From an optimization exercise on the open Yosys and OpenROAD flow, aimed at small area, a short achievable clock period and few clock cycles; shortcuts taken in it are not production practice.
No run shown here included a check of the RTL's function; only the layout flow was run.
No activity file was given, so power comes from the tool's default toggle rates.

==> flow/config.mk <==
export PLATFORM = sky130hd
export DESIGN_NAME = tpx3_codec
export DESIGN_NICKNAME = tpx3_codec
export VERILOG_FILES = /design/flow/design.v
export SDC_FILE = /design/flow/constraint.sdc
export NUM_CORES = 4
export LEC_CHECK = 0
export CAP_MARGIN = 20
export CORE_MARGIN = 2
export CORE_UTILIZATION = 40
export PLACE_DENSITY = 0.6
export SLEW_MARGIN = 20
==> flow/constraint.sdc <==
create_clock -name core_clock -period 8.0 [get_ports {clk}]
set_input_delay 1.6000 -clock core_clock [delete_from_list [all_inputs] [get_ports {clk}]]
set_output_delay 1.6000 -clock core_clock [all_outputs]
set_load 0.01 [all_outputs]
==> flow/design.v <==
module tpx3_codec (
    input  wire        clk,
    input  wire        rst,
    input  wire        in_valid,
    output wire        in_ready,
    input  wire [7:0]  in_op,
    input  wire [47:0] in_a,
    input  wire [31:0] in_b,
    input  wire [31:0] in_c,
    input  wire [31:0] in_d,
    output wire        out_valid,
    input  wire        out_ready,
    output wire [47:0] out_res,
    output wire        out_err,
    output wire        out_amb
);
    localparam [7:0] OP_ADDR_ENC  = 8'h01;
    localparam [7:0] OP_ADDR_DEC  = 8'h02;
    localparam [7:0] OP_LFSR_STEP = 8'h08;
    localparam [7:0] OP_ENC_TOA   = 8'h10;
    localparam [7:0] OP_DEC_TOA   = 8'h11;
    localparam [7:0] OP_ENC_FTOA  = 8'h12;
    localparam [7:0] OP_DEC_FTOA  = 8'h13;
    localparam [7:0] OP_ENC_TOT   = 8'h14;
    localparam [7:0] OP_DEC_TOT   = 8'h15;
    localparam [7:0] OP_ENC_PC10  = 8'h18;
    localparam [7:0] OP_DEC_PC10  = 8'h19;
    localparam [7:0] OP_PKT_ASM   = 8'h40;
    localparam [7:0] OP_PKT_DIS   = 8'h41;
    localparam [7:0] OP_HIT_DEC   = 8'h43;
    localparam [9:0] TOT_OVV  = 10'h1FF;
    reg        s1_vld, s2_vld, s3_vld, s4_vld;
    reg [47:0] s1_res, s2_res, s3_res, s4_res;    
    reg        s1_err, s2_err, s3_err, s4_err;
    reg        s1_amb, s2_amb, s3_amb, s4_amb;
    reg        s1_enc, s2_enc, s3_enc;            
    reg        s1_dlo, s2_dlo, s3_dlo;            
    reg        s1_dhi, s2_dhi, s3_dhi;            
    reg [9:0]  s1_v;         
    reg [9:0]  s2_x, s2_y;   
    reg [4:0]  s2_r, s3_r;   
    reg [9:0]  s3_p;         
    wire en = !s4_vld || out_ready;      
    assign in_ready  = en;
    assign out_valid = s4_vld;
    assign out_res   = s4_res;
    assign out_err   = s4_err;
    assign out_amb   = s4_amb;
    function [14:0] t1_rom(input [4:0] k);
        case (k)
            5'd1: t1_rom = 15'd16063;
            5'd2: t1_rom = 15'd14711;
            5'd3: t1_rom = 15'd3507;
            5'd4: t1_rom = 15'd22589;
            5'd5: t1_rom = 15'd14062;
            5'd6: t1_rom = 15'd19944;
            5'd7: t1_rom = 15'd2918;
            5'd8: t1_rom = 15'd12757;
            5'd9: t1_rom = 15'd7902;
            5'd10: t1_rom = 15'd21626;
            5'd11: t1_rom = 15'd5994;
            5'd12: t1_rom = 15'd29010;
            5'd13: t1_rom = 15'd1733;
            5'd14: t1_rom = 15'd11101;
            5'd15: t1_rom = 15'd19408;
            5'd16: t1_rom = 15'd12202;
            5'd17: t1_rom = 15'd29865;
            5'd18: t1_rom = 15'd6581;
            5'd19: t1_rom = 15'd8559;
            5'd20: t1_rom = 15'd24090;
            5'd21: t1_rom = 15'd20724;
            5'd22: t1_rom = 15'd17243;
            5'd23: t1_rom = 15'd4829;
            5'd24: t1_rom = 15'd387;
            5'd25: t1_rom = 15'd26242;
            5'd26: t1_rom = 15'd28324;
            5'd27: t1_rom = 15'd26945;
            5'd28: t1_rom = 15'd24845;
            5'd29: t1_rom = 15'd18345;
            5'd30: t1_rom = 15'd31312;
            5'd31: t1_rom = 15'd9907;
            default: t1_rom = 15'bxxxxxxxxxxxxxxx;
        endcase
    endfunction
    function [14:0] t2_rom(input [6:0] k);
        case (k)
            7'd1: t2_rom = 15'd1024;
            7'd5: t2_rom = 15'd7385;
            7'd6: t2_rom = 15'd5275;
            7'd8: t2_rom = 15'd21100;
            7'd14: t2_rom = 15'd13715;
            7'd16: t2_rom = 15'd10550;
            7'd21: t2_rom = 15'd27430;
            7'd38: t2_rom = 15'd22155;
            7'd39: t2_rom = 15'd1055;
            7'd40: t2_rom = 15'd18990;
            7'd45: t2_rom = 15'd30595;
            7'd48: t2_rom = 15'd9495;
            7'd49: t2_rom = 15'd2110;
            7'd52: t2_rom = 15'd26375;
            7'd54: t2_rom = 15'd992;
            7'd55: t2_rom = 15'd31650;
            7'd56: t2_rom = 15'd32705;
            7'd59: t2_rom = 15'd6330;
            7'd60: t2_rom = 15'd23210;
            7'd61: t2_rom = 15'd11605;
            7'd63: t2_rom = 15'd25320;
            7'd65: t2_rom = 15'd14770;
            7'd73: t2_rom = 15'd20045;
            7'd83: t2_rom = 15'd29540;
            7'd91: t2_rom = 15'd24265;
            7'd104: t2_rom = 15'd17935;
            7'd105: t2_rom = 15'd28485;
            7'd108: t2_rom = 15'd15825;
            7'd111: t2_rom = 15'd16880;
            7'd117: t2_rom = 15'd3165;
            7'd121: t2_rom = 15'd4220;
            7'd124: t2_rom = 15'd12660;
            7'd126: t2_rom = 15'd8440;
            default: t2_rom = 15'bxxxxxxxxxxxxxxx;
        endcase
    endfunction
    function [19:0] enc_rom(input [4:0] k);
        case (k)
            5'd0: enc_rom = 20'd2047;
            5'd1: enc_rom = 20'd318455;
            5'd2: enc_rom = 20'd882663;
            5'd3: enc_rom = 20'd628679;
            5'd4: enc_rom = 20'd565127;
            5'd5: enc_rom = 20'd328455;
            5'd6: enc_rom = 20'd309767;
            5'd7: enc_rom = 20'd453639;
            5'd8: enc_rom = 20'd276494;
            5'd9: enc_rom = 20'd845852;
            5'd10: enc_rom = 20'd626744;
            5'd11: enc_rom = 20'd803952;
            5'd12: enc_rom = 20'd554208;
            5'd13: enc_rom = 20'd863680;
            5'd14: enc_rom = 20'd947072;
            5'd15: enc_rom = 20'd80649;
            5'd16: enc_rom = 20'd545307;
            5'd17: enc_rom = 20'd1014847;
            5'd18: enc_rom = 20'd556158;
            5'd19: enc_rom = 20'd302332;
            5'd20: enc_rom = 20'd310776;
            5'd21: enc_rom = 20'd145392;
            5'd22: enc_rom = 20'd610281;
            5'd23: enc_rom = 20'd360411;
            5'd24: enc_rom = 20'd69567;
            5'd25: enc_rom = 20'd608119;
            5'd26: enc_rom = 20'd839399;
            5'd27: enc_rom = 20'd770503;
            5'd28: enc_rom = 20'd674702;
            5'd29: enc_rom = 20'd906005;
            5'd30: enc_rom = 20'd115235;
            5'd31: enc_rom = 20'd211023;
            default: enc_rom = 20'b00000000000000000000;
        endcase
    endfunction
    function [13:0] gray2bin(input [13:0] g);
        integer i;
        begin
            gray2bin[13] = g[13];
            for (i = 12; i >= 0; i = i - 1)
                gray2bin[i] = gray2bin[i + 1] ^ g[i];
        end
    endfunction
    wire [7:0]  op = in_op;
    wire [47:0] a  = in_a;
    wire [31:0] b  = in_b;
    wire [31:0] c  = in_c;
    wire [31:0] d  = in_d;
    wire a_hi4  = |a[47:4];
    wire a_hi8  = |a[47:8];
    wire a_hi10 = |a[47:10];
    wire a_hi14 = |a[47:14];
    wire a_hi16 = |a[47:16];
    wire hdr_ok = (a[47:44] == 4'b1010);
    wire [7:0]  t1 = c[7:0];
    wire [7:0]  t2 = c[15:8];
    wire [7:0]  t3 = c[23:16];
    wire [7:0]  t4 = c[31:24];
    wire        four = (t3 != 8'd0) && (t4 != 8'd0);
    wire        step_width_bad = (b < 32'd1) || (b > 32'd16);
    wire [4:0]  w5 = b[4:0];
    wire        step_taps_bad = ({24'd0, t1} >= b) || ({24'd0, t2} >= b) ||
                                (four && (({24'd0, t3} >= b) || ({24'd0, t4} >= b)));
    wire [16:0] step_mask = (17'd1 << w5) - 17'd1;
    wire        step_reg_bad = ({31'd0, a[16:0]} > {15'd0, step_mask}) || (a[47:17] != 31'd0);
    wire [15:0] sreg = a[15:0];
    wire        step_fb = sreg[t1[3:0]] ^ sreg[t2[3:0]] ^
                          (four ? (sreg[t3[3:0]] ^ sreg[t4[3:0]]) : 1'b0);
    wire [16:0] step_out = ({sreg, 1'b0} & step_mask) | {16'd0, step_fb};
    wire        is_hit  = (op == OP_HIT_DEC);
    wire [13:0] g2b_out = gray2bin(is_hit ? a[27:14] : a[13:0]);
    reg [47:0] c_res;
    reg        c_err, c_amb;
    reg [9:0]  c_v;
    reg        c_enc, c_dlo, c_dhi;
    always @* begin
        c_res = 48'd0;
        c_err = 1'b0;
        c_amb = 1'b0;
        c_v   = a[9:0];
        c_enc = 1'b0;
        c_dlo = 1'b0;
        c_dhi = 1'b0;
        case (op)
            OP_ADDR_ENC: begin
                if (a_hi8 || (|b[31:8])) c_err = 1'b1;
                else c_res[15:0] = {a[7:1], b[7:2], a[0], b[1:0]};
            end
            OP_ADDR_DEC: begin
                if (a_hi16) c_err = 1'b1;
                else c_res[15:0] = {a[15:9], a[2], a[8:3], a[1:0]};
            end
            OP_LFSR_STEP: begin
                if (step_width_bad || step_taps_bad || step_reg_bad) c_err = 1'b1;
                else c_res[15:0] = step_out[15:0];
            end
            OP_ENC_TOA: begin
                if (a_hi14) c_err = 1'b1;
                else c_res[13:0] = a[13:0] ^ {1'b0, a[13:1]};
            end
            OP_DEC_TOA: begin
                if (a_hi14) c_err = 1'b1;
                else c_res[13:0] = g2b_out;
            end
            OP_ENC_FTOA: begin
                c_res[3:0] = a_hi4 ? 4'd15 : a[3:0];
            end
            OP_DEC_FTOA: begin
                if (a_hi4) c_err = 1'b1;
                else c_res[3:0] = a[3:0];
            end
            OP_ENC_TOT, OP_ENC_PC10: begin
                if (a_hi10 || a[9:1] == 9'h1FF) c_res[9:0] = TOT_OVV;
                else c_enc = 1'b1;
            end
            OP_DEC_TOT, OP_DEC_PC10: begin
                if (a_hi10) c_err = 1'b1;
                else if (a[9:0] == 10'd0) c_amb = 1'b1;
                else c_dlo = 1'b1;
            end
            OP_PKT_ASM: begin
                if (a_hi16 || (|b[31:14]) || (|c[31:10]) || (|d[31:4])) c_err = 1'b1;
                else c_res = {4'b1010, a[15:0], b[13:0], c[9:0], d[3:0]};
            end
            OP_PKT_DIS: begin
                if (!hdr_ok) c_err = 1'b1;
                else c_res = {4'd0, a[43:0]};
            end
            OP_HIT_DEC: begin
                c_v = a[13:4];
                if ((|b[31:1]) || d[0] || !hdr_ok) c_err = 1'b1;
                else begin
                    c_res = {4'd0, a[43:37], a[30], a[36:31], a[29:28],
                             c[0] ? g2b_out : a[27:14], 10'd0, a[3:0]};
                    if (b[0] || !c[0]) c_res[13:4] = a[13:4];
                    else c_dhi = (a[13:4] != 10'd0);
                    c_amb = !b[0] && (a[13:4] == 10'd0);
                end
            end
            default: c_err = 1'b1;
        endcase
    end
    always @(posedge clk) begin
        if (rst) begin
            s1_vld <= 1'b0;
            s2_vld <= 1'b0;
            s3_vld <= 1'b0;
            s4_vld <= 1'b0;
        end else if (en) begin
            s1_vld <= in_valid;
            s2_vld <= s1_vld;
            s3_vld <= s2_vld;
            s4_vld <= s3_vld;
        end
    end
    always @(posedge clk) begin
        if (en) begin
            s1_res <= c_res;  s1_err <= c_err;  s1_amb <= c_amb;
            s1_v   <= c_v;    s1_enc <= c_enc;  s1_dlo <= c_dlo;  s1_dhi <= c_dhi;
            s2_res <= s1_res; s2_err <= s1_err; s2_amb <= s1_amb;
            s2_enc <= s1_enc; s2_dlo <= s1_dlo; s2_dhi <= s1_dhi;
            s2_x   <= b_x;    s2_y   <= b_y;    s2_r   <= b_r;
            s3_res <= s2_res; s3_err <= s2_err; s3_amb <= s2_amb;
            s3_enc <= s2_enc; s3_dlo <= s2_dlo; s3_dhi <= s2_dhi;
            s3_p   <= c_p;    s3_r   <= s2_r;
            s4_res <= d_res;  s4_err <= s3_err; s4_amb <= s3_amb;
        end
    end
    wire [9:0]  fa = {s1_v[6:0], s1_v[9:7]};    
    wire [4:0]  pk;
    assign pk[0] = (fa[0] & (fa[1] ^ fa[3] ^ fa[7] ^ fa[9])) ^ (fa[1] & (1'b1 ^ fa[2] ^ fa[4])) ^ (fa[2] & (fa[4] ^ fa[5] ^ fa[6])) ^ (fa[3] & (1'b1 ^ fa[4] ^ fa[6] ^ fa[8])) ^ (fa[4] & (fa[5] ^ fa[7] ^ fa[8] ^ fa[9])) ^ (fa[5] & (1'b1 ^ fa[6] ^ fa[7])) ^ (fa[6] & (1'b1 ^ fa[8] ^ fa[9])) ^ (fa[7] & (fa[9])) ^ fa[8];
    assign pk[1] = (fa[0] & (fa[1] ^ fa[2] ^ fa[6] ^ fa[8])) ^ (fa[1] & (fa[2] ^ fa[4] ^ fa[8])) ^ (fa[2] & (1'b1 ^ fa[3] ^ fa[5])) ^ (fa[3] & (fa[5] ^ fa[6] ^ fa[7])) ^ (fa[4] & (1'b1 ^ fa[5] ^ fa[7] ^ fa[9])) ^ (fa[5] & (fa[6] ^ fa[8] ^ fa[9])) ^ (fa[6] & (1'b1 ^ fa[7] ^ fa[8])) ^ (fa[7] & (1'b1 ^ fa[9])) ^ fa[9];
    assign pk[2] = (fa[0] & (fa[1] ^ fa[3] ^ fa[5] ^ fa[8])) ^ (fa[1] & (1'b1 ^ fa[3] ^ fa[4] ^ fa[6] ^ fa[7] ^ fa[8])) ^ (fa[2] & (fa[6] ^ fa[7] ^ fa[8])) ^ (fa[3] & (fa[5] ^ fa[6] ^ fa[9])) ^ fa[4] ^ (fa[5] & (1'b1 ^ fa[6] ^ fa[7] ^ fa[9])) ^ (fa[6] & (1'b1 ^ fa[7] ^ fa[8])) ^ fa[7] ^ fa[8];
    assign pk[3] = (fa[0] & (1'b1 ^ fa[2] ^ fa[3] ^ fa[6] ^ fa[8] ^ fa[9])) ^ (fa[1] & (fa[2] ^ fa[3] ^ fa[5] ^ fa[8])) ^ (fa[2] & (fa[7] ^ fa[9])) ^ (fa[3] & (fa[4] ^ fa[5] ^ fa[8] ^ fa[9])) ^ (fa[4] & (fa[6] ^ fa[7] ^ fa[9])) ^ (fa[5] & (1'b1 ^ fa[6] ^ fa[7])) ^ (fa[6] & (1'b1 ^ fa[7] ^ fa[9])) ^ (fa[8] & (fa[9])) ^ fa[9];
    assign pk[4] = (fa[0] & (fa[1] ^ fa[2] ^ fa[4] ^ fa[7] ^ fa[9])) ^ (fa[1] & (fa[6] ^ fa[8] ^ fa[9])) ^ (fa[2] & (fa[3] ^ fa[4] ^ fa[7] ^ fa[8] ^ fa[9])) ^ (fa[3] & (fa[5] ^ fa[6] ^ fa[8] ^ fa[9])) ^ (fa[4] & (1'b1 ^ fa[5] ^ fa[6] ^ fa[9])) ^ (fa[5] & (1'b1 ^ fa[6] ^ fa[8] ^ fa[9])) ^ (fa[7] & (fa[8])) ^ fa[8];
    wire [14:0] t1o = t1_rom(pk);
    wire [19:0] elo = enc_rom(s1_v[4:0]);
    wire [19:0] ehi = enc_rom(s1_v[9:5]);
    wire [9:0]  b_x = s1_enc ? elo[9:0]    : fa;
    wire [9:0]  b_y = s1_enc ? ehi[19:10] : t1o[9:0];
    wire [4:0]  b_r = t1o[14:10];
    wire [9:0]  c_p;
    wire s2_x_s2_y_d0 = (s2_x[0] & s2_y[0]);
    wire s2_x_s2_y_d1 = (s2_x[0] & s2_y[1]) ^ (s2_x[1] & s2_y[0]);
    wire s2_x_s2_y_d2 = (s2_x[0] & s2_y[2]) ^ (s2_x[1] & s2_y[1]) ^ (s2_x[2] & s2_y[0]);
    wire s2_x_s2_y_d3 = (s2_x[0] & s2_y[3]) ^ (s2_x[1] & s2_y[2]) ^ (s2_x[2] & s2_y[1]) ^ (s2_x[3] & s2_y[0]);
    wire s2_x_s2_y_d4 = (s2_x[0] & s2_y[4]) ^ (s2_x[1] & s2_y[3]) ^ (s2_x[2] & s2_y[2]) ^ (s2_x[3] & s2_y[1]) ^ (s2_x[4] & s2_y[0]);
    wire s2_x_s2_y_d5 = (s2_x[0] & s2_y[5]) ^ (s2_x[1] & s2_y[4]) ^ (s2_x[2] & s2_y[3]) ^ (s2_x[3] & s2_y[2]) ^ (s2_x[4] & s2_y[1]) ^ (s2_x[5] & s2_y[0]);
    wire s2_x_s2_y_d6 = (s2_x[0] & s2_y[6]) ^ (s2_x[1] & s2_y[5]) ^ (s2_x[2] & s2_y[4]) ^ (s2_x[3] & s2_y[3]) ^ (s2_x[4] & s2_y[2]) ^ (s2_x[5] & s2_y[1]) ^ (s2_x[6] & s2_y[0]);
    wire s2_x_s2_y_d7 = (s2_x[0] & s2_y[7]) ^ (s2_x[1] & s2_y[6]) ^ (s2_x[2] & s2_y[5]) ^ (s2_x[3] & s2_y[4]) ^ (s2_x[4] & s2_y[3]) ^ (s2_x[5] & s2_y[2]) ^ (s2_x[6] & s2_y[1]) ^ (s2_x[7] & s2_y[0]);
    wire s2_x_s2_y_d8 = (s2_x[0] & s2_y[8]) ^ (s2_x[1] & s2_y[7]) ^ (s2_x[2] & s2_y[6]) ^ (s2_x[3] & s2_y[5]) ^ (s2_x[4] & s2_y[4]) ^ (s2_x[5] & s2_y[3]) ^ (s2_x[6] & s2_y[2]) ^ (s2_x[7] & s2_y[1]) ^ (s2_x[8] & s2_y[0]);
    wire s2_x_s2_y_d9 = (s2_x[0] & s2_y[9]) ^ (s2_x[1] & s2_y[8]) ^ (s2_x[2] & s2_y[7]) ^ (s2_x[3] & s2_y[6]) ^ (s2_x[4] & s2_y[5]) ^ (s2_x[5] & s2_y[4]) ^ (s2_x[6] & s2_y[3]) ^ (s2_x[7] & s2_y[2]) ^ (s2_x[8] & s2_y[1]) ^ (s2_x[9] & s2_y[0]);
    wire s2_x_s2_y_d10 = (s2_x[1] & s2_y[9]) ^ (s2_x[2] & s2_y[8]) ^ (s2_x[3] & s2_y[7]) ^ (s2_x[4] & s2_y[6]) ^ (s2_x[5] & s2_y[5]) ^ (s2_x[6] & s2_y[4]) ^ (s2_x[7] & s2_y[3]) ^ (s2_x[8] & s2_y[2]) ^ (s2_x[9] & s2_y[1]);
    wire s2_x_s2_y_d11 = (s2_x[2] & s2_y[9]) ^ (s2_x[3] & s2_y[8]) ^ (s2_x[4] & s2_y[7]) ^ (s2_x[5] & s2_y[6]) ^ (s2_x[6] & s2_y[5]) ^ (s2_x[7] & s2_y[4]) ^ (s2_x[8] & s2_y[3]) ^ (s2_x[9] & s2_y[2]);
    wire s2_x_s2_y_d12 = (s2_x[3] & s2_y[9]) ^ (s2_x[4] & s2_y[8]) ^ (s2_x[5] & s2_y[7]) ^ (s2_x[6] & s2_y[6]) ^ (s2_x[7] & s2_y[5]) ^ (s2_x[8] & s2_y[4]) ^ (s2_x[9] & s2_y[3]);
    wire s2_x_s2_y_d13 = (s2_x[4] & s2_y[9]) ^ (s2_x[5] & s2_y[8]) ^ (s2_x[6] & s2_y[7]) ^ (s2_x[7] & s2_y[6]) ^ (s2_x[8] & s2_y[5]) ^ (s2_x[9] & s2_y[4]);
    wire s2_x_s2_y_d14 = (s2_x[5] & s2_y[9]) ^ (s2_x[6] & s2_y[8]) ^ (s2_x[7] & s2_y[7]) ^ (s2_x[8] & s2_y[6]) ^ (s2_x[9] & s2_y[5]);
    wire s2_x_s2_y_d15 = (s2_x[6] & s2_y[9]) ^ (s2_x[7] & s2_y[8]) ^ (s2_x[8] & s2_y[7]) ^ (s2_x[9] & s2_y[6]);
    wire s2_x_s2_y_d16 = (s2_x[7] & s2_y[9]) ^ (s2_x[8] & s2_y[8]) ^ (s2_x[9] & s2_y[7]);
    wire s2_x_s2_y_d17 = (s2_x[8] & s2_y[9]) ^ (s2_x[9] & s2_y[8]);
    wire s2_x_s2_y_d18 = (s2_x[9] & s2_y[9]);
    assign c_p[0] = s2_x_s2_y_d0 ^ s2_x_s2_y_d10 ^ s2_x_s2_y_d17;
    assign c_p[1] = s2_x_s2_y_d1 ^ s2_x_s2_y_d11 ^ s2_x_s2_y_d18;
    assign c_p[2] = s2_x_s2_y_d2 ^ s2_x_s2_y_d12;
    assign c_p[3] = s2_x_s2_y_d3 ^ s2_x_s2_y_d10 ^ s2_x_s2_y_d13 ^ s2_x_s2_y_d17;
    assign c_p[4] = s2_x_s2_y_d4 ^ s2_x_s2_y_d11 ^ s2_x_s2_y_d14 ^ s2_x_s2_y_d18;
    assign c_p[5] = s2_x_s2_y_d5 ^ s2_x_s2_y_d12 ^ s2_x_s2_y_d15;
    assign c_p[6] = s2_x_s2_y_d6 ^ s2_x_s2_y_d13 ^ s2_x_s2_y_d16;
    assign c_p[7] = s2_x_s2_y_d7 ^ s2_x_s2_y_d14 ^ s2_x_s2_y_d17;
    assign c_p[8] = s2_x_s2_y_d8 ^ s2_x_s2_y_d15 ^ s2_x_s2_y_d18;
    assign c_p[9] = s2_x_s2_y_d9 ^ s2_x_s2_y_d16;
    wire [14:0] t2o  = t2_rom({s3_p[9], s3_p[7], s3_p[6], s3_p[5], s3_p[3], s3_p[1], s3_p[0]});
    wire [5:0]  dlo  = {1'b0, t2o[4:0]} + {1'b0, s3_r};
    wire [9:0]  dcnt = {dlo[5] ? t2o[14:10] : t2o[9:5], dlo[4:0]};
    wire [9:0]  ecnt = {s3_p[2:0], s3_p[9:3]};
    wire [9:0]  cod  = s3_enc ? ecnt : dcnt;
    wire [47:0] d_res = {s3_res[47:14],
                         s3_res[13:10] | (s3_dhi ? cod[9:6] : 4'd0),
                         s3_res[9:4]   | (s3_dhi ? cod[5:0] : 6'd0) | ((s3_dlo | s3_enc) ? cod[9:4] : 6'd0),
                         s3_res[3:0]   | ((s3_dlo | s3_enc) ? cod[3:0] : 4'd0)};
endmodule
==> flow/run.sh <==
#!/bin/bash
# synth_recipe.tcl (not shown) runs the flow's synth.tcl, then flattens the netlist and writes it again
# the make line also repeats each setting of config.mk as NAME=value (left out here)
make -C /OpenROAD-flow-scripts/flow DESIGN_CONFIG=/design/flow/config.mk WORK_HOME=/design/flow/orfs CLKGATE_MAP_FILE= SYNTH_SCRIPT=/design/flow/synth_recipe.tcl finish
==> results of run 1 <==
==> area by class of cell <==
| type | count | area (um^2) |
|---|---|---|
| Fill cell | 4414 | 24900 |
| Sequential cell | 286 | 8200 |
| Multi-Input combinational cell | 1371 | 10000 |
| Clock inverter | 22 | 236 |
| Inverter | 77 | 297 |
| Clock buffer | 33 | 762 |
| Tap cell | 615 | 769 |
| Timing Repair Buffer | 229 | 2230 |
==> worst max-delay path, stage by stage <==
cell and delay, ps:
clkdlybuf4s50_1 400, buf_4 180, nor3_1 600, nand2_1 220
ha_1 440, nor3_1 330, inv_1 100, o21ai_0 150
a22oi_1 80, o21a_1 240, ha_1 310, a21oi_1 150
nor2b_1 60, o21ai_0 150, o21ai_0 110, a211oi_1 230
o21ai_0 90, o21ai_0 160, nand3_1 440, o311ai_0 490
==> stage by stage <==
stage | instances | hold WS, ps | util | total power, mW
floorplan | 1860 | 400 | - | 7.46
finish | 2633 | 409 | 0.474 | 10.2
CTS | 2633 | 413 | 0.474 | 10.1
global route | 2633 | 423 | 0.474 | 11.0
detailed placement | 2578 | 405 | 0.453 | 8.68
global placement | 2578 | 400 | 0.453 | 8.70
==> cell families (layout without fill, tap and decap cells) <==
group           count (synthesis)  after routing  share of synthesized area
compound gates                463            463                      0.165
xor+xnor                      180            180                      0.101
fa+ha+maj                     112            112                     0.0736
buf+inv                       203            361                     0.0493
flops                         286            286                      0.428
mux                            70             70                     0.0541
other cells                     1              2                   0.000196
simple gates                  544            544                      0.129
==> how the worst max path moves through the flow <==
stage / slack, ps / startpoint / depth (start not counted) / endpoint
finish: 1800 / in_b[2] / 20 / s1_res[1]
global route: 1380 / in_b[2] / 20 / s1_res[1]
CTS: 1960 / in_b[2] / 20 / s1_res[1]
detailed placement: 1360 / in_b[2] / 20 / s1_res[1]
global placement: 1430 / in_b[2] / 20 / s1_res[1]
floorplan: 910 / out_ready / 10 / elo[5]
==> per-layer routing <==
| layer | part of all wire | GRT usage | vias to the layer above |
|---|---|---|---|
| met4 | 0.026 | 0.0626 | 0 |
| met1 | 0.45 | 0.321 | 7316 |
| met5 | 0 | 0 | - |
| met2 | 0.45 | 0.334 | 666 |
| met3 | 0.075 | 0.0354 | 92 |
| li1 | - | - | 7162 |
==> layout by cell type, fill, tap and decap left out, drive strengths merged, types with 14 or more instances in the layout <==
| cell | n |
|---|---|
| edfxtp | 247 |
| nand2 | 247 |
| clkdlybuf4s50 | 205 |
| nor2 | 120 |
| xnor2 | 114 |
| ha | 111 |
| a21oi | 107 |
| o21ai | 97 |
| inv | 76 |
| xor2 | 46 |
| nand3 | 40 |
| dfxtp | 39 |
| mux2i | 35 |
| clkbuf | 33 |
| a21o | 31 |
| nor3 | 30 |
| nor4 | 28 |
| a211oi | 25 |
| buf | 24 |
| mux4 | 22 |
| a31oi | 21 |
| a221o | 20 |
| nand2b | 19 |
| o211ai | 19 |
| xnor3 | 16 |
| and3 | 15 |
| clkinv | 15 |
| o31ai | 14 |
==> power breakdown <==
group	switching (mW)	total, mW	internal, mW
sequential	0.192	2.18	1.99
combinational	3.98	6.59	2.61
clock	0.595	1.39	0.792
==> flip-flops by register name (all words and copies together) (netlist names), 10 cells and up <==
register,count
s2_y,10
elo,10
s4_res,45
s2_res,45
ehi,10
s1_v,10
s3_res,45
s1_res,45
s3_p,10
s2_x,10
t2o,15
==> results.toml, run 1 <==
[layout]
nNetsFinal = 2263
insertedDiodeCount = 0
final_cell_area_um2 = 22500
drive_gt1_frac = 0.0714
area_delta_synth_final_pct = 17.6

[clock_network]
postCtsSetupBuffers = 0
cts_max_path_buffers = 3
clk_latency_ps = 590
clk_pin_slew_worst_paths_ps = 70
tritoncts = "done"
numCtsBuffers = 30
cts-root-buf = "clkbuf_16"
cts_hold_buf = 0
h-tree-depth = 1
cts_sinks = 286
cts_resized = 0

[outcome]
outcome = "complete, no violations"

[sta]
setup_viol = 0
finalSetupTns_ps = 0
slew_headroom = 0.216
max_clock_freq_mhz = 161
grt_setup_unrepaired = "false"
slew_violations = 0
min_period_ps = 6200
setup_slack_ps = 1800
period_share = 0.774
skew_ps = 17.1
tightest_slew_ps = 1170
final_hold_viol_count = 0

[critical_path]
worstPathRequired_ps = 8350
cp.arrival_ps = 6540
r2r-start = "s1_v[3]"
end_kind = "flip-flop"
critPathMaxFanout = 17
start_kind = "input port"
timing.rr.end = "s2_y[0]"
worstSetupPathType = "in -> reg"
r2r_setup_slack_ps = 3590
r2r_cells = 12

[logic_synthesis]
synth-main-ff-cell = "edfxtp_1"
yosysWarnings = 1
yosysUniqueCellTypes = 91
syn_area_um2 = 19100
synthArstFlopShare = 0
yosys.area.top_type = "edfxtp_1"
synthCells = 1859
netlist.area_leader.share = 0.387
ys_seq_area_frac = 0.428
synth_edf_count = 247
synth_common_cells = "edfxtp_1 (247), nand2_1 (245), nor2_1 (120), ha_1 (111), xnor2_1 (109)"
ys_seq_elements = 286
synth_most_common_cell = "edfxtp_1"
synth_area_per_cell_um2 = 10.3
synth_area_leaders = "edfxtp_1 (39%), ha_1 (7.3%), xnor2_1 (5.0%)"

[global_route]
grt_pass1_wl_um = 85700
overflow = 0
grt_max_degree = 97
grt_pass1_vias = 14443
globalRouteTotalUtil = 0.219
antenna_found_initial = 0

[hold_path]
holdPathStages = 0
hold_class = "reg -> reg"
hold_path_startpoint = "s2_r[1]"
hold_path_end = "s3_r[1]"

[floorplanning]
die_h_um = 223
rows = 80
die_area_um2 = 49600
core_um2 = 47400
start_util = 0.403
die_x_um = 223
io_pins = 208

[place]
place_area_um2 = 21500
routabilityCongestion = 0.969
post-dp-hpwl_um = 40400
io_buffers = 205
dp_worst_setup_slack_ps = 1360

[detailed_routing]
drt_iter0_drc = 1425
wl_um = 55900
drtAntennaViolNets = 0
via_count = 15236
viasPerCell = 5.79
drc = 0
dr.pass1.iters = 9
wire_per_inst_um = 21.2

[pwr]
power_density_nw_per_um2 = 451
leakage_nw = 9.06
ir_drop_v = 0.000702

[run]
drv_cap = 0
==> run 2: changes to the inputs <==
--- a/flow/design.v
+++ b/flow/design.v
@@ -159,11 +159,8 @@
     endfunction
     function [13:0] gray2bin(input [13:0] g);
         integer i;
-        begin
-            gray2bin[13] = g[13];
-            for (i = 12; i >= 0; i = i - 1)
-                gray2bin[i] = gray2bin[i + 1] ^ g[i];
-        end
+        for (i = 0; i < 14; i = i + 1)
+            gray2bin[i] = ^(g >> i);
     endfunction
     wire [7:0]  op = in_op;
     wire [47:0] a  = in_a;
@@ -180,17 +177,24 @@
     wire [7:0]  t2 = c[15:8];
     wire [7:0]  t3 = c[23:16];
     wire [7:0]  t4 = c[31:24];
-    wire        four = (t3 != 8'd0) && (t4 != 8'd0);
-    wire        step_width_bad = (b < 32'd1) || (b > 32'd16);
-    wire [4:0]  w5 = b[4:0];
-    wire        step_taps_bad = ({24'd0, t1} >= b) || ({24'd0, t2} >= b) ||
-                                (four && (({24'd0, t3} >= b) || ({24'd0, t4} >= b)));
-    wire [16:0] step_mask = (17'd1 << w5) - 17'd1;
-    wire        step_reg_bad = ({31'd0, a[16:0]} > {15'd0, step_mask}) || (a[47:17] != 31'd0);
+    wire        four = (|t3) && (|t4);
+    wire        step_width_bad = (|b[31:5]) || (b[4:0] == 5'd0) || (b[4] && (|b[3:0]));
+    wire        tb1 = (|t1[7:4]) || (!b[4] && (t1[3:0] >= b[3:0]));
+    wire        tb2 = (|t2[7:4]) || (!b[4] && (t2[3:0] >= b[3:0]));
+    wire        tb3 = (|t3[7:4]) || (!b[4] && (t3[3:0] >= b[3:0]));
+    wire        tb4 = (|t4[7:4]) || (!b[4] && (t4[3:0] >= b[3:0]));
+    wire        step_taps_bad = tb1 || tb2 || (four && (tb3 || tb4));
+    reg  [15:0] step_mask;       
+    integer     mi;
+    always @* begin
+        for (mi = 0; mi < 16; mi = mi + 1)
+            step_mask[mi] = b[4] || (mi < b[3:0]);
+    end
+    wire        step_reg_bad = a_hi16 || (|(a[15:0] & ~step_mask));
     wire [15:0] sreg = a[15:0];
     wire        step_fb = sreg[t1[3:0]] ^ sreg[t2[3:0]] ^
                           (four ? (sreg[t3[3:0]] ^ sreg[t4[3:0]]) : 1'b0);
-    wire [16:0] step_out = ({sreg, 1'b0} & step_mask) | {16'd0, step_fb};
+    wire [15:0] step_out = ({sreg[14:0], 1'b0} & step_mask) | {15'd0, step_fb};
     wire        is_hit  = (op == OP_HIT_DEC);
     wire [13:0] g2b_out = gray2bin(is_hit ? a[27:14] : a[13:0]);
     reg [47:0] c_res;
@@ -216,7 +220,7 @@
             end
             OP_LFSR_STEP: begin
                 if (step_width_bad || step_taps_bad || step_reg_bad) c_err = 1'b1;
-                else c_res[15:0] = step_out[15:0];
+                else c_res[15:0] = step_out;
             end
             OP_ENC_TOA: begin
                 if (a_hi14) c_err = 1'b1;
--- a/flow/config.mk
+++ b/flow/config.mk
@@ -9,4 +9,5 @@
 export CORE_MARGIN = 2
 export CORE_UTILIZATION = 40
 export PLACE_DENSITY = 0.6
+export SETUP_SLACK_MARGIN = 5
 export SLEW_MARGIN = 20
==> results.toml, run 2 <==
[global_route]
grt_max_degree = 83
grt_pass1_wl_um = 95000
overflow = 0
antenna_found_initial = 1
globalRouteTotalUtil = 0.260
grt_pass1_vias = 15950

[place]
post-dp-hpwl_um = 37600
io_buffers = 205
routabilityCongestion = 0.950

[run]
drv_cap = 0

[logic_synthesis]
syn_area_um2 = 18200
netlist.area_leader.share = 0.407
synthCells = 1728
yosysWarnings = 1
ys_seq_elements = 286
yosys.area.top_type = "edfxtp_1"
synthArstFlopShare = 0
synth_most_common_cell = "edfxtp_1"
synth_common_cells = "edfxtp_1 (247), nand2_1 (217), nor2_1 (130), xnor2_1 (110), a21oi_1 (107)"
synth-main-ff-cell = "edfxtp_1"
synth_edf_count = 247
yosysUniqueCellTypes = 92
synth_area_per_cell_um2 = 10.6
synth_area_leaders = "edfxtp_1 (41%), ha_1 (5.3%), xnor2_1 (5.3%)"
ys_seq_area_frac = 0.449

[clock_network]
clk_pin_slew_worst_paths_ps = 60
clk_latency_ps = 580
tritoncts = "done"
numCtsBuffers = 30
cts_max_path_buffers = 3
cts-root-buf = "clkbuf_16"
h-tree-depth = 1
cts_sinks = 286
cts_hold_buf = 0

[sta]
period_share = 0.475
setup_viol = 0
tightest_slew_ps = 974
skew_ps = 12.2
grt_setup_unrepaired = "true"
slew_violations = 0
min_period_ps = 3800
slew_headroom = 0.347
max_clock_freq_mhz = 263
final_hold_viol_count = 0
finalSetupTns_ps = 0

[floorplanning]
core_um2 = 45200
die_h_um = 218
die_area_um2 = 47300
rows = 78
die_x_um = 218
io_pins = 208
start_util = 0.404

[critical_path]
cp_slowest_cell = "xnor3_1"
end_kind = "flip-flop"
worstPathRequired_ps = 8280
cp_common_cell = "xor2_2"
start_kind = "input port"
cp.arrival_ps = 4070
worstSetupPathType = "in -> reg"
cp_cell_sequence = "buf_8, xnor3_1, xor2_2, xor2_2, xnor2_2, xnor3_2, o21ai_4, buf_6, xnor2_4, buf_4, a21oi_2, o221ai_2"
max_stage_delay_ps = 460
critPathMaxFanout = 6

[detailed_routing]
drtAntennaViolNets = 0
drc = 0
drt_iter0_drc = 2370
via_count = 16888
viasPerCell = 5.92
wl_um = 66400
dr.pass1.iters = 9
wire_per_inst_um = 23.3

[pwr]
ir_drop_v = 0.00111
leakage_nw = 11.8
power_density_nw_per_um2 = 480
total_power_mw = 13.5

[layout]
layout_commonest_cell = "edfxtp_1"
area_delta_synth_final_pct = 53.7
final_cell_mix = "edfxtp_1 (247), buf_4 (237), nand2_1 (198)"
insertedDiodeCount = 0
nNetsFinal = 2465
drive_gt1_frac = 0.417

[outcome]
outcome = "complete, no violations"

[hold_path]
hold_class = "reg -> reg"
==> run 2: cell count changes after synthesis, moves of 8 or more <==
cell / previous run / this run
a31oi_1: 21 / 10
o211ai_1: 19 / 8
nand2_1: 245 / 217
nor2b_1: 7 / 17
buf_4: 21 / 12
nand3_1: 40 / 21
xor2_1: 42 / 30
a221oi_1: 11 / 19
ha_1: 111 / 77
nand2b_1: 19 / 11
o21ai_0: 88 / 78
a21o_1: 31 / 19
inv_1: 69 / 55
nor2_1: 120 / 130
==> run 2: path summary, 6_finish.rpt <==
check,startpoint,endpoint,slack (ps),cells after the start
setup / recovery,in_a[25],s1_res[15],4200,12
hold / removal,s2_res[13],s3_res[13],410,0
setup reg to reg,s1_v[7],s2_y[2],4640,12
hold reg to reg,s2_res[13],s3_res[13],410,0
==> run 2: where the power goes <==
part	switching (mW)	internal [mW]
Clock	0.607	0.826
Sequential	0.132	1.99
Combinational	5.46	4.44
==> run 2: cell type report <==
cell class / count / area, um^2
fill: 3390 / 17100
clock inverter: 22 / 259
clock buffer: 33 / 762
sequential: 286 / 8200
multi-input combinational: 1265 / 11900
tap: 600 / 751
timing repair inverter: 4 / 55.1
inverter: 61 / 368
timing repair buffer: 583 / 5740
==> run 2: cells by family after synthesis <==
logic type                 synth area share
muxes                                0.0538
buffers and inverters                0.0455
AOI/OAI and AO/OA                     0.160
xor gates and xnor gates              0.110
other                              0.000206
DFF                                   0.449
and+or+nand+nor                       0.127
adders and majority gates            0.0539
==> run 2: routing by layer <==
metal,wire length (um),GRT usage,share of wire
met1,26300,0.358,0.40
met5,11,0,0.00017
met4,3070,0.102,0.046
met3,6120,0.0421,0.092
met2,30900,0.411,0.46
==> run 2: repair_timing <==
| action | CTS | global route |
|---|---|---|
| resized for setup | 826 | 250 |
| cloned | 21 | 5 |
| pin swaps | 198 | 155 |
| buffers inserted | 266 | 74 |
| endpoints found under the setup margin | 379 | 157 |
==> run 2: worst max-delay path, delay by kind of cell <==
kind / cells / cell delay [ps]
buffers and inverters: 3 / 440
AOI/OAI and AO/OA: 3 / 480
xor gates and xnor gates: 6 / 1560
==> run 2: stage by stage <==
stage	instance area, um^2	worst slack, ps	instances	util	hold slack [ps]
2_1_floorplan	18900	3830	1729	-	400
3_3_place_gp	21100	2600	2433	0.467	401
3_5_place_dp	21100	2540	2433	0.467	405
4_1_cts	26400	4250	2775	0.583	416
5_1_grt	28000	4160	2854	0.620	424
6_report	28000	4200	2854	0.620	413
==> run 3: changes to the inputs <==
--- a/flow/config.mk
+++ b/flow/config.mk
@@ -9,5 +9,5 @@
 export CORE_MARGIN = 2
 export CORE_UTILIZATION = 40
 export PLACE_DENSITY = 0.6
-export SETUP_SLACK_MARGIN = 5
+export SETUP_SLACK_MARGIN = 4
 export SLEW_MARGIN = 20
==> results.toml, run 3 <==
[sta]
grt_setup_unrepaired = "false"
period_share = 0.500
timing.hold.ws_ps = 417
skew_ps = 21.4
final_hold_viol_count = 0
finalSetupTns_ps = 0
slew_headroom = 0.355
slew_violations = 0
tightest_slew_ps = 961
setup_viol = 0
min_period_ps = 4000
max_clock_freq_mhz = 250

[critical_path]
max_stage_delay_ps = 450
worstPathRequired_ps = 8320
cp_cell_sequence = "clkdlybuf4s50_1, buf_4, xnor2_2, xnor3_2, xnor3_1, xnor2_1, nand2_1, o21ai_4, buf_4, buf_4, a221oi_1, o31ai_2"
worstSetupPathType = "in -> reg"
cp_common_cell = "buf_4"
start_kind = "input port"
critPathMaxFanout = 9
cp_slowest_cell = "clkdlybuf4s50_1"
cp.arrival_ps = 4320
timing.rr.end = "s2_y[9]"
end_kind = "flip-flop"
r2r-start = "s1_v[1]"
r2r_setup_slack_ps = 4160
r2r_cells = 12

[logic_synthesis]
ys_seq_area_frac = 0.449
yosysWarnings = 1
synthArstFlopShare = 0
syn_area_um2 = 18200
synth_area_per_cell_um2 = 10.6
synth_common_cells = "edfxtp_1 (247), nand2_1 (217), nor2_1 (130), xnor2_1 (110), a21oi_1 (107)"
synth_edf_count = 247
yosys.area.top_type = "edfxtp_1"
yosysUniqueCellTypes = 92
synth_most_common_cell = "edfxtp_1"
synth-main-ff-cell = "edfxtp_1"
synthCells = 1728
synth_area_leaders = "edfxtp_1 (41%), ha_1 (5.3%), xnor2_1 (5.3%)"
netlist.area_leader.share = 0.407
ys_seq_elements = 286

[clock_network]
cts_max_path_buffers = 3
numCtsBuffers = 30
cts_sinks = 286
cts_hold_buf = 0
clk_pin_slew_worst_paths_ps = 70
h-tree-depth = 1
clk_latency_ps = 590
cts-root-buf = "clkbuf_16"
tritoncts = "done"

[hold_path]
hold_path_startpoint = "s2_res[24]"
holdPathStages = 0
hold_path_end = "s3_res[24]"
hold_class = "reg -> reg"

[detailed_routing]
drtAntennaViolNets = 0
dr.pass1.iters = 8
wire_per_inst_um = 21.6
drc = 0
drt_iter0_drc = 1672
wl_um = 55200
viasPerCell = 5.78
via_count = 14757

[floorplanning]
core_um2 = 45200
die_area_um2 = 47300
die_x_um = 218
io_pins = 208
die_h_um = 218
rows = 78
start_util = 0.404

[pwr]
leakage_nw = 9.25
ir_drop_v = 0.00127
power_density_nw_per_um2 = 485
total_power_mw = 11.0

[place]
place_area_um2 = 20700
io_buffers = 205
routabilityCongestion = 0.952
post-dp-hpwl_um = 37400

[layout]
final_cell_mix = "edfxtp_1 (247), nand2_1 (213), clkdlybuf4s50_1 (175)"
nNetsFinal = 2163
layout_commonest_cell = "edfxtp_1"
drive_gt1_frac = 0.146
final_cell_area_um2 = 22600
area_delta_synth_final_pct = 23.9
insertedDiodeCount = 0

[run]
drv_cap = 0

[global_route]
overflow = 0
globalRouteTotalUtil = 0.225
antenna_found_initial = 0
grt_max_degree = 88
grt_pass1_vias = 14085
grt_pass1_wl_um = 82900

[outcome]
outcome = "complete, no violations"
[run 3: changes by cell type in the layout (fill, tap and decap cells not counted), sizes merged, moves of 4 or more]
cell	change
buf	-335
clkbuf	-4
clkdlybuf4s15	-15
clkdlybuf4s50	+163
clkinv	+4
clkinvlp	-6
dlygate4sd2	-108
dlymetal6s2s	+4
[run 3: final cells by class]
| cell class | instances | area [um^2] |
|---|---|---|
| fillers | 4055 | 22600 |
| multi-input cells | 1261 | 9620 |
| flip-flops and latches | 286 | 8200 |
| repair buffers | 286 | 2720 |
| clock buffers | 33 | 762 |
| well taps | 600 | 751 |
| inverters | 61 | 263 |
| clock inverters | 23 | 241 |
| repair inverters | 3 | 48.8 |
[run 3: timing repair]
| action | CTS | global route |
|---|---|---|
| pin swaps | 8 | 9 |
| gates cloned | 4 | 2 |
| setup buffers | 37 | 18 |
| endpoints found under the setup margin | 185 | 51 |
| resized for setup | 88 | 57 |
[run 3: stage by stage]
stage	util	setup slack, ps	std cells
after floorplan	-	3830	1729
after global placement	0.458	2570	2436
after detailed placement	0.458	2470	2436
after CTS	0.493	3980	2533
after global routing	0.500	3990	2553
final	0.500	4000	2553
[run 3: cells by family (layout without fill, tap and decap cells)]
logic type                 after synthesis  count (layout)  synth area share
AOI/OAI and AO/OA                      424             424             0.160
xor gates and xnor gates               175             175             0.110
adders and majority gates               78              78            0.0539
buffers and inverters                  183             406            0.0455
DFF                                    286             286             0.449
muxes                                   67              67            0.0538
other                                    1               2          0.000206
and+or+nand+nor                        514             515             0.127
[run 3: worst max-delay path: cells and delay by family]
kind / cells / cell delay, ps
xor gates and xnor gates: 4 / 950
and+or+nand+nor: 1 / 110
AOI/OAI and AO/OA: 3 / 660
buffers and inverters: 4 / 980
[run 3: power by group]
group	leakage, nW	internal [mW]	switching [mW]	total (mW)
clock	0.492	0.819	0.601	1.42
sequential	3.23	1.99	0.194	2.19
combinational	5.53	3.05	4.31	7.36
total	9.25	5.86	5.11	11.0
[run 3: worst max-delay path by stage]
stage	startpoint	to	slack [ps]
CTS	in_a[27]	s1_res[4]	3980
detailed placement	in_op[3]	ehi[19]	2470
global route	in_b[15]	s1_res[1]	3990
floorplan	out_ready	in_ready	3830
global placement	in_op[3]	ehi[16]	2570
finish	in_a[13]	s1_res[6]	4000
[run 3: per-layer routing]
metal | part of all wire | track usage | vias up | wire length (um)
met5 | 0 | 0 | - | 0
met2 | 0.45 | 0.353 | 640 | 25100
met1 | 0.45 | 0.323 | 7204 | 24700
met3 | 0.070 | 0.0308 | 117 | 3850
met4 | 0.029 | 0.0687 | 0 | 1580
li1 | - | - | 6796 | -
==> run 4: changes to the inputs <==
--- a/flow/design.v
+++ b/flow/design.v
@@ -36,6 +36,7 @@
     reg        s1_enc, s2_enc, s3_enc;            
     reg        s1_dlo, s2_dlo, s3_dlo;            
     reg        s1_dhi, s2_dhi, s3_dhi;            
+    reg        s1_glo, s1_ghi;                    
     reg [9:0]  s1_v;         
     reg [9:0]  s2_x, s2_y;   
     reg [4:0]  s2_r, s3_r;   
@@ -47,115 +48,66 @@
     assign out_err   = s4_err;
     assign out_amb   = s4_amb;
     function [14:0] t1_rom(input [4:0] k);
-        case (k)
-            5'd1: t1_rom = 15'd16063;
-            5'd2: t1_rom = 15'd14711;
-            5'd3: t1_rom = 15'd3507;
-            5'd4: t1_rom = 15'd22589;
-            5'd5: t1_rom = 15'd14062;
-            5'd6: t1_rom = 15'd19944;
-            5'd7: t1_rom = 15'd2918;
-            5'd8: t1_rom = 15'd12757;
-            5'd9: t1_rom = 15'd7902;
-            5'd10: t1_rom = 15'd21626;
-            5'd11: t1_rom = 15'd5994;
-            5'd12: t1_rom = 15'd29010;
-            5'd13: t1_rom = 15'd1733;
-            5'd14: t1_rom = 15'd11101;
-            5'd15: t1_rom = 15'd19408;
-            5'd16: t1_rom = 15'd12202;
-            5'd17: t1_rom = 15'd29865;
-            5'd18: t1_rom = 15'd6581;
-            5'd19: t1_rom = 15'd8559;
-            5'd20: t1_rom = 15'd24090;
-            5'd21: t1_rom = 15'd20724;
-            5'd22: t1_rom = 15'd17243;
-            5'd23: t1_rom = 15'd4829;
-            5'd24: t1_rom = 15'd387;
-            5'd25: t1_rom = 15'd26242;
-            5'd26: t1_rom = 15'd28324;
-            5'd27: t1_rom = 15'd26945;
-            5'd28: t1_rom = 15'd24845;
-            5'd29: t1_rom = 15'd18345;
-            5'd30: t1_rom = 15'd31312;
-            5'd31: t1_rom = 15'd9907;
-            default: t1_rom = 15'bxxxxxxxxxxxxxxx;
-        endcase
+        begin
+            t1_rom[0] = 32'hb9ce611e >> k;
+            t1_rom[1] = 32'h83591eae >> k;
+            t1_rom[2] = 32'h14ac63b6 >> k;
+            t1_rom[3] = 32'h30db4e72 >> k;
+            t1_rom[4] = 32'hc0f4d71e >> k;
+            t1_rom[5] = 32'ha42f0cfe >> k;
+            t1_rom[6] = 32'h48e8ffe4 >> k;
+            t1_rom[7] = 32'ha7a7a36a >> k;
+            t1_rom[8] = 32'h394dd9cc >> k;
+            t1_rom[9] = 32'he6d1eaa2 >> k;
+            t1_rom[10] = 32'ha6132e6a >> k;
+            t1_rom[11] = 32'h4c15c2de >> k;
+            t1_rom[12] = 32'h40b61f36 >> k;
+            t1_rom[13] = 32'hde0b5126 >> k;
+            t1_rom[14] = 32'h7e729450 >> k;
+        end
     endfunction
     function [14:0] t2_rom(input [6:0] k);
-        case (k)
-            7'd1: t2_rom = 15'd1024;
-            7'd5: t2_rom = 15'd7385;
-            7'd6: t2_rom = 15'd5275;
-            7'd8: t2_rom = 15'd21100;
-            7'd14: t2_rom = 15'd13715;
-            7'd16: t2_rom = 15'd10550;
-            7'd21: t2_rom = 15'd27430;
-            7'd38: t2_rom = 15'd22155;
-            7'd39: t2_rom = 15'd1055;
-            7'd40: t2_rom = 15'd18990;
-            7'd45: t2_rom = 15'd30595;
-            7'd48: t2_rom = 15'd9495;
-            7'd49: t2_rom = 15'd2110;
-            7'd52: t2_rom = 15'd26375;
-            7'd54: t2_rom = 15'd992;
-            7'd55: t2_rom = 15'd31650;
-            7'd56: t2_rom = 15'd32705;
-            7'd59: t2_rom = 15'd6330;
-            7'd60: t2_rom = 15'd23210;
-            7'd61: t2_rom = 15'd11605;
-            7'd63: t2_rom = 15'd25320;
-            7'd65: t2_rom = 15'd14770;
-            7'd73: t2_rom = 15'd20045;
-            7'd83: t2_rom = 15'd29540;
-            7'd91: t2_rom = 15'd24265;
-            7'd104: t2_rom = 15'd17935;
-            7'd105: t2_rom = 15'd28485;
-            7'd108: t2_rom = 15'd15825;
-            7'd111: t2_rom = 15'd16880;
-            7'd117: t2_rom = 15'd3165;
-            7'd121: t2_rom = 15'd4220;
-            7'd124: t2_rom = 15'd12660;
-            7'd126: t2_rom = 15'd8440;
-            default: t2_rom = 15'bxxxxxxxxxxxxxxx;
-        endcase
+        begin
+            t2_rom[0] = 128'h0020130008000200211120c000004060 >> k;
+            t2_rom[1] = 128'h0000010000000002189321c000214040 >> k;
+            t2_rom[2] = 128'h12200300000802002013018000210100 >> k;
+            t2_rom[3] = 128'h4220010008000200980201c000000160 >> k;
+            t2_rom[4] = 128'h52209000000000022803008000014060 >> k;
+            t2_rom[5] = 128'h520080000008000298c2010000210100 >> k;
+            t2_rom[6] = 128'h5220920008080200a140000000000120 >> k;
+            t2_rom[7] = 128'h400090000800000299c0204000004060 >> k;
+            t2_rom[8] = 128'h100092000008000221d1200000214000 >> k;
+            t2_rom[9] = 128'h000003000808020091d0214000200100 >> k;
+            t2_rom[10] = 128'h0020130008000200211120c000004062 >> k;
+            t2_rom[11] = 128'h00201200080002023982010000210020 >> k;
+            t2_rom[12] = 128'h12001000080800021980204000004160 >> k;
+            t2_rom[13] = 128'h5000120000080002a191200000214000 >> k;
+            t2_rom[14] = 128'h00008300080802009190214000200100 >> k;
+        end
     endfunction
     function [19:0] enc_rom(input [4:0] k);
-        case (k)
-            5'd0: enc_rom = 20'd2047;
-            5'd1: enc_rom = 20'd318455;
-            5'd2: enc_rom = 20'd882663;
-            5'd3: enc_rom = 20'd628679;
-            5'd4: enc_rom = 20'd565127;
-            5'd5: enc_rom = 20'd328455;
-            5'd6: enc_rom = 20'd309767;
-            5'd7: enc_rom = 20'd453639;
-            5'd8: enc_rom = 20'd276494;
-            5'd9: enc_rom = 20'd845852;
-            5'd10: enc_rom = 20'd626744;
-            5'd11: enc_rom = 20'd803952;
-            5'd12: enc_rom = 20'd554208;
-            5'd13: enc_rom = 20'd863680;
-            5'd14: enc_rom = 20'd947072;
-            5'd15: enc_rom = 20'd80649;
-            5'd16: enc_rom = 20'd545307;
-            5'd17: enc_rom = 20'd1014847;
-            5'd18: enc_rom = 20'd556158;
-            5'd19: enc_rom = 20'd302332;
-            5'd20: enc_rom = 20'd310776;
-            5'd21: enc_rom = 20'd145392;
-            5'd22: enc_rom = 20'd610281;
-            5'd23: enc_rom = 20'd360411;
-            5'd24: enc_rom = 20'd69567;
-            5'd25: enc_rom = 20'd608119;
-            5'd26: enc_rom = 20'd839399;
-            5'd27: enc_rom = 20'd770503;
-            5'd28: enc_rom = 20'd674702;
-            5'd29: enc_rom = 20'd906005;
-            5'd30: enc_rom = 20'd115235;
-            5'd31: enc_rom = 20'd211023;
-            default: enc_rom = 20'b00000000000000000000;
-        endcase
+        begin
+            enc_rom[0] = 32'hefc380ff >> k;
+            enc_rom[1] = 32'hdf8701ff >> k;
+            enc_rom[2] = 32'hbf0e03ff >> k;
+            enc_rom[3] = 32'h91df8701 >> k;
+            enc_rom[4] = 32'h23bf0e03 >> k;
+            enc_rom[5] = 32'h477e1c07 >> k;
+            enc_rom[6] = 32'h8efc380f >> k;
+            enc_rom[7] = 32'h1df8701f >> k;
+            enc_rom[8] = 32'h3bf0e03f >> k;
+            enc_rom[9] = 32'h77e1c07f >> k;
+            enc_rom[10] = 32'h07fe389d >> k;
+            enc_rom[11] = 32'h95dea3d2 >> k;
+            enc_rom[12] = 32'ha0bfd55e >> k;
+            enc_rom[13] = 32'h80b6f3c4 >> k;
+            enc_rom[14] = 32'h7ec75a86 >> k;
+            enc_rom[15] = 32'h6c1806da >> k;
+            enc_rom[16] = 32'hebc2a42c >> k;
+            enc_rom[17] = 32'h98224080 >> k;
+            enc_rom[18] = 32'h249a6be6 >> k;
+            enc_rom[19] = 32'h3e477e1c >> k;
+        end
     endfunction
     function [13:0] gray2bin(input [13:0] g);
         integer i;
@@ -195,12 +147,11 @@
     wire        step_fb = sreg[t1[3:0]] ^ sreg[t2[3:0]] ^
                           (four ? (sreg[t3[3:0]] ^ sreg[t4[3:0]]) : 1'b0);
     wire [15:0] step_out = ({sreg[14:0], 1'b0} & step_mask) | {15'd0, step_fb};
-    wire        is_hit  = (op == OP_HIT_DEC);
-    wire [13:0] g2b_out = gray2bin(is_hit ? a[27:14] : a[13:0]);
     reg [47:0] c_res;
     reg        c_err, c_amb;
     reg [9:0]  c_v;
     reg        c_enc, c_dlo, c_dhi;
+    reg        c_glo, c_ghi;
     always @* begin
         c_res = 48'd0;
         c_err = 1'b0;
@@ -209,6 +160,8 @@
         c_enc = 1'b0;
         c_dlo = 1'b0;
         c_dhi = 1'b0;
+        c_glo = 1'b0;
+        c_ghi = 1'b0;
         case (op)
             OP_ADDR_ENC: begin
                 if (a_hi8 || (|b[31:8])) c_err = 1'b1;
@@ -228,7 +181,10 @@
             end
             OP_DEC_TOA: begin
                 if (a_hi14) c_err = 1'b1;
-                else c_res[13:0] = g2b_out;
+                else begin
+                    c_res[13:0] = a[13:0];       
+                    c_glo = 1'b1;
+                end
             end
             OP_ENC_FTOA: begin
                 c_res[3:0] = a_hi4 ? 4'd15 : a[3:0];
@@ -259,7 +215,8 @@
                 if ((|b[31:1]) || d[0] || !hdr_ok) c_err = 1'b1;
                 else begin
                     c_res = {4'd0, a[43:37], a[30], a[36:31], a[29:28],
-                             c[0] ? g2b_out : a[27:14], 10'd0, a[3:0]};
+                             a[27:14], 10'd0, a[3:0]};
+                    c_ghi = c[0];                
                     if (b[0] || !c[0]) c_res[13:4] = a[13:4];
                     else c_dhi = (a[13:4] != 10'd0);
                     c_amb = !b[0] && (a[13:4] == 10'd0);
@@ -285,7 +242,8 @@
         if (en) begin
             s1_res <= c_res;  s1_err <= c_err;  s1_amb <= c_amb;
             s1_v   <= c_v;    s1_enc <= c_enc;  s1_dlo <= c_dlo;  s1_dhi <= c_dhi;
-            s2_res <= s1_res; s2_err <= s1_err; s2_amb <= s1_amb;
+            s1_glo <= c_glo;  s1_ghi <= c_ghi;
+            s2_res <= b_res;  s2_err <= s1_err; s2_amb <= s1_amb;
             s2_enc <= s1_enc; s2_dlo <= s1_dlo; s2_dhi <= s1_dhi;
             s2_x   <= b_x;    s2_y   <= b_y;    s2_r   <= b_r;
             s3_res <= s2_res; s3_err <= s2_err; s3_amb <= s2_amb;
@@ -307,6 +265,11 @@
     wire [9:0]  b_x = s1_enc ? elo[9:0]    : fa;
     wire [9:0]  b_y = s1_enc ? ehi[19:10] : t1o[9:0];
     wire [4:0]  b_r = t1o[14:10];
+    wire [13:0] gsrc = s1_ghi ? s1_res[27:14] : s1_res[13:0];
+    wire [13:0] gbin = gray2bin(gsrc);
+    wire [47:0] b_res = {s1_res[47:28],
+                         s1_ghi ? gbin : s1_res[27:14],
+                         s1_glo ? gbin : s1_res[13:0]};
     wire [9:0]  c_p;
     wire s2_x_s2_y_d0 = (s2_x[0] & s2_y[0]);
     wire s2_x_s2_y_d1 = (s2_x[0] & s2_y[1]) ^ (s2_x[1] & s2_y[0]);
--- a/flow/config.mk
+++ b/flow/config.mk
@@ -9,5 +9,5 @@
 export CORE_MARGIN = 2
 export CORE_UTILIZATION = 40
 export PLACE_DENSITY = 0.6
-export SETUP_SLACK_MARGIN = 4
+export SETUP_SLACK_MARGIN = 5
 export SLEW_MARGIN = 20
==> results.toml, run 4 <==
[logic_synthesis]
ys_seq_elements = 253
yosysWarnings = 1
synth_area_leaders = "edfxtp_1 (42%), xnor2_1 (6.0%), nand2_1 (5.5%)"
synth_edf_count = 249
syn_area_um2 = 17900
synth-main-ff-cell = "edfxtp_1"
synthArstFlopShare = 0
synth_area_per_cell_um2 = 9.74
synthCells = 1841
ys_seq_area_frac = 0.421
yosys.area.top_type = "edfxtp_1"
synth_most_common_cell = "nand2_1"
synth_common_cells = "nand2_1 (264), edfxtp_1 (249), xnor2_1 (123), o21ai_0 (117), clkbuf_1 (111)"
yosysUniqueCellTypes = 95
netlist.area_leader.share = 0.417

[clock_network]
clk_pin_slew_worst_paths_ps = 60
h-tree-depth = 1
cts_sinks = 253
cts-root-buf = "clkbuf_16"
cts_hold_buf = 0
tritoncts = "done"
clk_latency_ps = 570
numCtsBuffers = 27
cts_max_path_buffers = 3

[floorplanning]
core_um2 = 44200
start_util = 0.406
io_pins = 208
die_h_um = 216
die_area_um2 = 46500
rows = 77
die_x_um = 216

[sta]
finalSetupTns_ps = 0
grt_setup_unrepaired = "true"
tightest_slew_ps = 778
min_period_ps = 4350
period_share = 0.544
final_hold_viol_count = 0
setup_slack_ps = 3650
slew_headroom = 0.481
slew_violations = 0
setup_viol = 0
skew_ps = 15.0
max_clock_freq_mhz = 230

[layout]
seqCellArea_um2 = 7560
nNetsFinal = 2412
final_util = 0.574
area_delta_synth_final_pct = 41.6
final_cell_mix = "nand2_1 (252), edfxtp_1 (249), buf_4 (163)"
fill_cells = 3706
multi_input_area_um2 = 11300
drive_gt1_frac = 0.307
layout_commonest_cell = "nand2_1"

[detailed_routing]
wire_per_inst_um = 21.3
via_count = 16374
viasPerCell = 5.85
drtAntennaViolNets = 0
wl_um = 59700
drc = 0
drt_iter0_drc = 2372
dr.pass1.iters = 10

[run]
drv_cap = 0

[place]
post-dp-hpwl_um = 36900
io_buffers = 205
routabilityCongestion = 0.958
dp_worst_setup_slack_ps = 2690

[critical_path]
worstPathRequired_ps = 8300
cp.arrival_ps = 4660
critPathMaxFanout = 11
end_kind = "flip-flop"
cp_cell_sequence = "buf_12, clkinv_8, ha_4, and2_4, o211ai_1, a21oi_1, a22o_1, ha_1, a21o_1, a21oi_2, o21bai_1, a21o_4, buf_4, ha_4, nand2_2, nand3_2, nand3_2, nand3_1, o21ai_1, a21oi_1, a41oi_2, o21ai_2, a221o_1"
worstSetupPathType = "reg -> reg"
start_kind = "flip-flop"
max_stage_delay_ps = 390
cp_slowest_cell = "edfxtp_1"

[global_route]
overflow = 0
grt_max_degree = 90
antenna_found_initial = 1
grt_pass1_wl_um = 88600
grt_pass1_vias = 15244
globalRouteTotalUtil = 0.239

[pwr]
total_power_mw = 7.65
power_density_nw_per_um2 = 301
leakage_nw = 10.5
ir_drop_v = 0.000218

[outcome]
outcome = "complete, no violations"

[hold_path]
hold_class = "reg -> reg"
## run 4: changes by cell type in the layout (fill, tap and decap cells not counted), sizes merged, moves of 27 or more
cell           previous run  this run
buf                      81       269
clkdlybuf4s50           175        24
dfxtp                    39         4
dlygate4sd2               7       107
nand2                   218       264
nor2                    134       107
o21ai                    90       123
## run 4: power by group
group          internal [mW]  switching, mW  total (mW)
combinational           2.21           2.35        4.56
sequential              1.71          0.178        1.88
clock                  0.664          0.544        1.21
total                   4.58           3.08        7.65
## run 4: stage by stage
| stage | cells | instance area [um^2] | hold WS, ps |
|---|---|---|---|
| after floorplan | 1842 | 18600 | 400 |
| after global placement | 2513 | 20700 | 401 |
| after detailed placement | 2513 | 20700 | 405 |
| after CTS | 2707 | 24100 | 408 |
| after global routing | 2797 | 25400 | 419 |
| final | 2797 | 25400 | 413 |
## run 4: final timing paths
path	startpoint	to	slack, ps	cells after the start
worst min register to register	s2_res[12]	s3_res[12]	410	0
worst min-delay path	s2_res[12]	s3_res[12]	410	0
worst max-delay path	s3_p[1]	s4_res[8]	3650	23
worst max register to register	s3_p[1]	s4_res[8]	3650	23
## run 4: layout make-up
class	count	area share
antenna	1	0.0000986
clock buffer	31	0.0272
clock inverter	18	0.00616
inverter	73	0.0143
multi-input combinational	1370	0.447
sequential	253	0.298
tap	592	0.0292
timing repair buffer	459	0.178
## run 4: critical path, delay by kind of cell, from the launching register on
kind / cells / cell delay, ps
compound gates: 12 / 2180
fa+ha+maj: 3 / 650
simple gates: 5 / 490
flops: 1 / 390
buf+inv: 3 / 370
## run 4: what timing repair did
item	in CTS	in global routing
hold endpoints to repair	0	0
cloned	18	4
setup endpoints to repair	392	152
pin swaps	132	127
buffers inserted	127	85
resized for setup	521	212
## run 4: layer usage
| layer | GRT usage | vias to the layer above | wire length, um |
|---|---|---|---|
| li1 | - | 7477 | - |
| met1 | 0.343 | 7886 | 24900 |
| met2 | 0.383 | 850 | 27800 |
| met3 | 0.0299 | 161 | 4980 |
| met4 | 0.0634 | 0 | 2050 |
| met5 | 0 | - | 0 |
## run 4: logic make-up (layout without fill, tap and decap cells)
| group | after synthesis | in the layout | synth area share |
|---|---|---|---|
| XOR/XNOR | 189 | 190 | 0.108 |
| AO/OA/AOI/OAI | 478 | 479 | 0.177 |
| other | 1 | 3 | 0.000209 |
| adder cells (fa/ha/maj) | 73 | 73 | 0.0512 |
| multiplexers | 55 | 55 | 0.0483 |
| flip-flops | 253 | 253 | 0.421 |
| buffers and inverters | 223 | 581 | 0.0499 |
| AND/OR/NAND/NOR | 569 | 571 | 0.144 |

port drivers added, routing unchanged:
The flow's constraints put no driver on any port. The routed layouts listed below were extracted and timed again, unchanged, in two steps.
Step 1 sets driving cells, clkbuf_16 on the clock port and buf_2 on the other inputs (assumed; they add their load-dependent delay and slew).
Step 2 also shifts input and output timing later by t, the mid clock arrival at the registers, as if the neighbouring blocks saw the same clock.
Three values: ideal ports, drivers, drivers and shift; two values: the first two.
| run | t, ns | slack for setup (ns) | worst setup path after step 2 | latest minus earliest clock arrival (ns) | worst slew at a driven data input, ns |
|---|---|---|---|---|---|
| run 1 | 0.635 | 1.804 / 1.833 / 1.199 | input to register | 0.019 / 0.019 | 0.05 |
| run 2 | 0.621 | 4.202 / 4.200 / 3.588 | input to register | 0.020 / 0.021 | 0.07 |
| run 3 | 0.628 | 4.001 / 4.021 / 3.393 | input to register | 0.024 / 0.024 | 0.06 |
| run 4 | 0.611 | 3.646 / 3.646 / 3.646 | register to register | 0.016 / 0.015 | 0.07 |
After both steps every run listed still meets setup and hold. The setup slack of run 2, which loses most, moves by -0.002 ns with the drivers and by -0.614 ns with both steps.
